From an optimization exercise on the open Yosys and OpenROAD flow, aimed at small area, a short achievable clock period and few clock cycles; shortcuts taken in it are not production practice. Where RTL was checked, it was by simulation tests only, not by an equivalence proof against the original. No activity file was given, so power comes from the tool's default toggle rates.

// jbang_seq
module jbang_seq (
    input  wire        clk,
    input  wire        rst,           
    input  wire [2:0]  bus_addr,      
    input  wire        bus_we,
    input  wire [31:0] bus_wdata,
    output reg  [31:0] bus_rdata,
    output reg         jtag_trst_n,
    output reg         jtag_tck,
    output reg         jtag_tms,
    output reg         jtag_tdi,
    input  wire        jtag_tdo
);
==> flow/config.mk <==
export PLATFORM = sky130hd
export DESIGN_NAME = jbang_seq
export DESIGN_NICKNAME = jbang_seq
export VERILOG_FILES = /design/flow/design.v
export SDC_FILE = /design/flow/constraint.sdc
export NUM_CORES = 4
export LEC_CHECK = 0
export CAP_MARGIN = 20
export CORE_MARGIN = 2
export CORE_UTILIZATION = 40
export PLACE_DENSITY = 0.6
export SETUP_SLACK_MARGIN = 3.5
export SLEW_MARGIN = 20
export SYNTH_MEMORY_MAX_BITS = 16384
==> flow/constraint.sdc <==
create_clock -name core_clock -period 8.0 [get_ports {clk}]
set_input_delay 1.6000 -clock core_clock [delete_from_list [all_inputs] [get_ports {clk}]]
set_output_delay 1.6000 -clock core_clock [all_outputs]
set_load 0.01 [all_outputs]
run.sh (not shown) runs the stock make flow with config.mk's settings and CLKGATE_MAP_FILE= SYNTH_SCRIPT=/design/flow/synth_recipe.tcl, a recipe that flattens the netlist after the stock synthesis.
The baseline went through all stages and came out clean.
Rerun with:
--- a/flow/design.v
+++ b/flow/design.v
@@ -54,13 +54,13 @@
     reg       o_op3cmd, o_y, o_iro;
     always @* begin
         o_kind = K_GEN; o_enB = 1'b0; o_wir = 1'b0; o_enC = 1'b0; o_nsel = 1'b0;
         o_lastsel = 1'b0; o_enD = 1'b0; o_enE = 1'b0; o_ea0 = 1'b0; o_etms = 1'b0;
         o_enAL = 1'b0; o_n = 6'd32; o_cid = 4'd0; o_dx = 1'b0; o_ek = 4'd10; o_chk = C_NONE;
         o_last = 1'b0; o_res = 1'b0; o_irsel = I_DPACC; o_op3 = 3'b000; o_op3cmd = 1'b0;
-        o_y = 1'b0; o_iro = 1'b0;
+        o_y = 1'b0; o_iro = 1'b0; o_op3cmd = 1'b0;
         case (upc)
             6'd0:  begin o_kind = K_RST; o_enE = 1'b1; o_ek = 4'd5; o_etms = 1'b1; o_last = 1'b1; end
             6'd1:  begin o_last = 1'b1; end
             6'd2:  begin o_enE = 1'b1; o_ea0 = 1'b1; o_last = 1'b1; end
             6'd3:  begin o_enB = 1'b1; o_wir = 1'b1; o_last = 1'b1; end
             6'd4:  begin o_enB = 1'b1; o_last = 1'b1; end
@@ -68,13 +68,13 @@
                          o_enAL = 1'b1; o_last = 1'b1; o_res = 1'b1; end
             6'd6:  begin o_enB = 1'b1; o_wir = 1'b1; o_enC = 1'b1; o_nsel = 1'b1; o_dx = 1'b1;
                          o_enD = 1'b1; o_enAL = 1'b1; o_last = 1'b1; o_res = 1'b1; end
             6'd7:  begin o_enB = 1'b1; o_enC = 1'b1; o_nsel = 1'b1; o_dx = 1'b1;
                          o_enD = 1'b1; o_enAL = 1'b1; o_last = 1'b1; o_res = 1'b1; end
             6'd8:  begin o_kind = K_TX; o_iro = 1'b1; o_irsel = I_CMD; o_last = 1'b1; end
-            6'd9:  begin o_kind = K_TX; o_irsel = I_CMD; o_op3cmd = 1'b1; o_dx = 1'b1; o_last = 1'b1; o_res = 1'b1; end
+            6'd9:  begin o_kind = K_TX; o_irsel = I_CMD; o_op3 = c_op3; o_dx = 1'b1; o_last = 1'b1; o_res = 1'b1; end
             6'd10: begin o_kind = K_TX; o_irsel = I_ABORT; o_op3 = 3'b000; o_cid = 4'd12; o_last = 1'b1; o_res = 1'b1; end
             6'd11: begin o_kind = K_TX; o_irsel = I_DPACC; o_op3 = 3'b010; o_dx = 1'b1; o_last = 1'b1; o_res = 1'b1; end
             6'd12: begin o_kind = K_TX; o_irsel = I_DPACC; o_op3 = 3'b011; o_last = 1'b1; o_res = 1'b1; end
             6'd13: begin o_kind = K_TX; o_irsel = I_DPACC; o_op3 = 3'b100; o_dx = 1'b1; o_last = 1'b1; o_res = 1'b1; end
             6'd14: begin o_kind = K_TX; o_irsel = I_DPACC; o_op3 = 3'b111; o_last = 1'b1; o_res = 1'b1; end
             6'd15: begin o_kind = K_TX; o_irsel = I_APACC; o_op3 = 3'b000; o_dx = 1'b1; o_last = 1'b1; o_res = 1'b1; end
@@ -132,13 +132,13 @@
             I_ABORT: cur_ir = 4'b1000;
             I_APACC: cur_ir = 4'b1011;
             I_CMD:   cur_ir = c_ir;
             default: cur_ir = 4'b1010;
         endcase
     end
-    wire [2:0] cur_op3 = o_op3cmd ? c_op3 : o_op3;
+    wire [2:0] cur_op3 = o_op3;
     wire ir_hit = ir_valid && (ir_cache == cur_ir);
     wire tap_idle = (tap_state == TS_IDLE);
     wire xlo_nz   = (X[3:0] != 4'd0);
     wire xhi_nz   = (X[31:4] != 28'd0);
     wire vA  = (o_kind == K_GEN) && !tap_idle;
     wire vB  = o_enB;
@@ -408,14 +408,15 @@
                         end
                     end
                 endcase
             end
             if (go) begin
                 n_tck = 1'b1;
-                n_tms = pulse_tms(np, 6'd0);
-                n_tdi = pulse_tdi(np, 6'd0);
+                n_tms = (np == S_C) ? (last_gen && n_gen == 6'd1)
+                                    : (np == S_B || tap_state != TS_RESET);
+                n_tdi = (np == S_C) && X[0];
                 n_ph = np; n_cnt = 6'd0;
             end
             if (enter) begin
                 n_ph = np;
                 n_cnt = (np == S_AL) ? n_gen : 6'd0;
                 n_eh = !xlo_nz; n_bw = 1'b1; n_nz = 1'b0;
Clock power shrinks by about 5%.
Die area shrinks by 5.3%.
Total power shrinks by 3.4%.
Final area shrinks by 4.5%.
Global-route usage grows by 2.6 points.
Final cell count shrinks by 3.2%.
Synthesized area shrinks by 5.4%.
Via count grows by 3.0%.
No run of this note included a check of the RTL's function; only the layout flow was run.


Another version of the RTL of jbang_seq (not shown whole).
Size: ~1900 cells after synthesis, roughly 200 flip-flops, about 14000 µm² of cells after synthesis.
clock: 8.0 ns
lec_check: 0
cap_margin: 20
core_margin: 2
core_utilization: 40
place_density: 0.6
setup_slack_margin: 3.5
slew_margin: 20
synth_hierarchical: 1
synth_memory_max_bits: 16384
Testbench counts at the start, summed over its fixed seeds: cycles 293,374.
Edit:
--- a/flow/design.v
+++ b/flow/design.v
@@ -363,26 +363,25 @@
                             if (o_kind == K_SHF && tap_state != TS_SHIFTING) begin
                                 n_fault = 1'b1; n_busy = 1'b0; n_fcode = F_NOT_SHIFTING;
                             end else if (o_kind == K_SHF && shift_phase) begin
                                 n_fault = 1'b1; n_busy = 1'b0; n_fcode = F_AFTER_LAST;
                             end else if (is_tx && o_iro && ir_hit) begin
                                 op_end = 1'b1;
                             end else if (o_kind == K_RST) begin
                                 n_trst = 1'b0;
                                 n_ph = S_PT;
                             end else begin
                                 np = first_ph;
                                 if (np == S_END) op_end = 1'b1;
-                                else if (np == S_AL || np == S_E) enter = 1'b1;
-                                else go = 1'b1;
+                                else enter = 1'b1;
                             end
                         end
                     end
                     S_PT: begin
                         n_trst = 1'b1;
                         np = S_E; enter = 1'b1;
                     end
                     S_AL: begin
                         if (cnt == 6'd33) op_end = 1'b1;
                         else begin
                             if (!cnt[5]) n_X = {1'b0, X[31:1]};
                             n_cnt = cnt + 6'd1;
The changed run completed without violations.
Final cell count is lower by 3.8%.
Die area is lower by 4.3%.
Wire length is lower by 9.0%.
Hold slack got worse by 0.0057 ns.
Sequential share of layout area is higher by 1.2 points.
Global-route usage is lower by 1.6 points.
Register-to-register slack improved by 0.09 ns.
Testbench counts after the change, summed over its fixed seeds: cycles 296,555.

afterwards: timing with drivers on the ports:
In the flow no input, the clock included, has a driving cell. The finished layouts below were timed again as built, in two steps. Step 1 assumes that a clkbuf_16 drives the clock port and a buf_2 every other input. Step 2 also shifts input and output timing later by t, the mid clock arrival at the registers, as if the neighbouring blocks saw the same clock. Slacks: no drivers / after step 1 / after step 2; pairs: no drivers / after step 1.
| run | t, ns | setup WS [ns] | latest minus earliest clock arrival (ns) |
|---|---|---|---|
| the first run of note 1 | 0.628 | 3.301 / 3.248 / 3.087 | 0.033 / 0.032 |
| the second run of note 1 | 0.592 | 3.126 / 3.002 / 3.002 | 0.030 / 0.030 |
| the first run of note 2 | 0.613 | 3.520 / 3.432 / 3.003 | 0.015 / 0.015 |
| the second run of note 2 | 0.617 | 3.496 / 3.462 / 3.185 | 0.044 / 0.043 |
After both steps setup and hold are still met in every run listed. The setup slack of the first run of note 2, which loses most, moves by -0.088 ns with the drivers and by -0.517 ns with both steps.
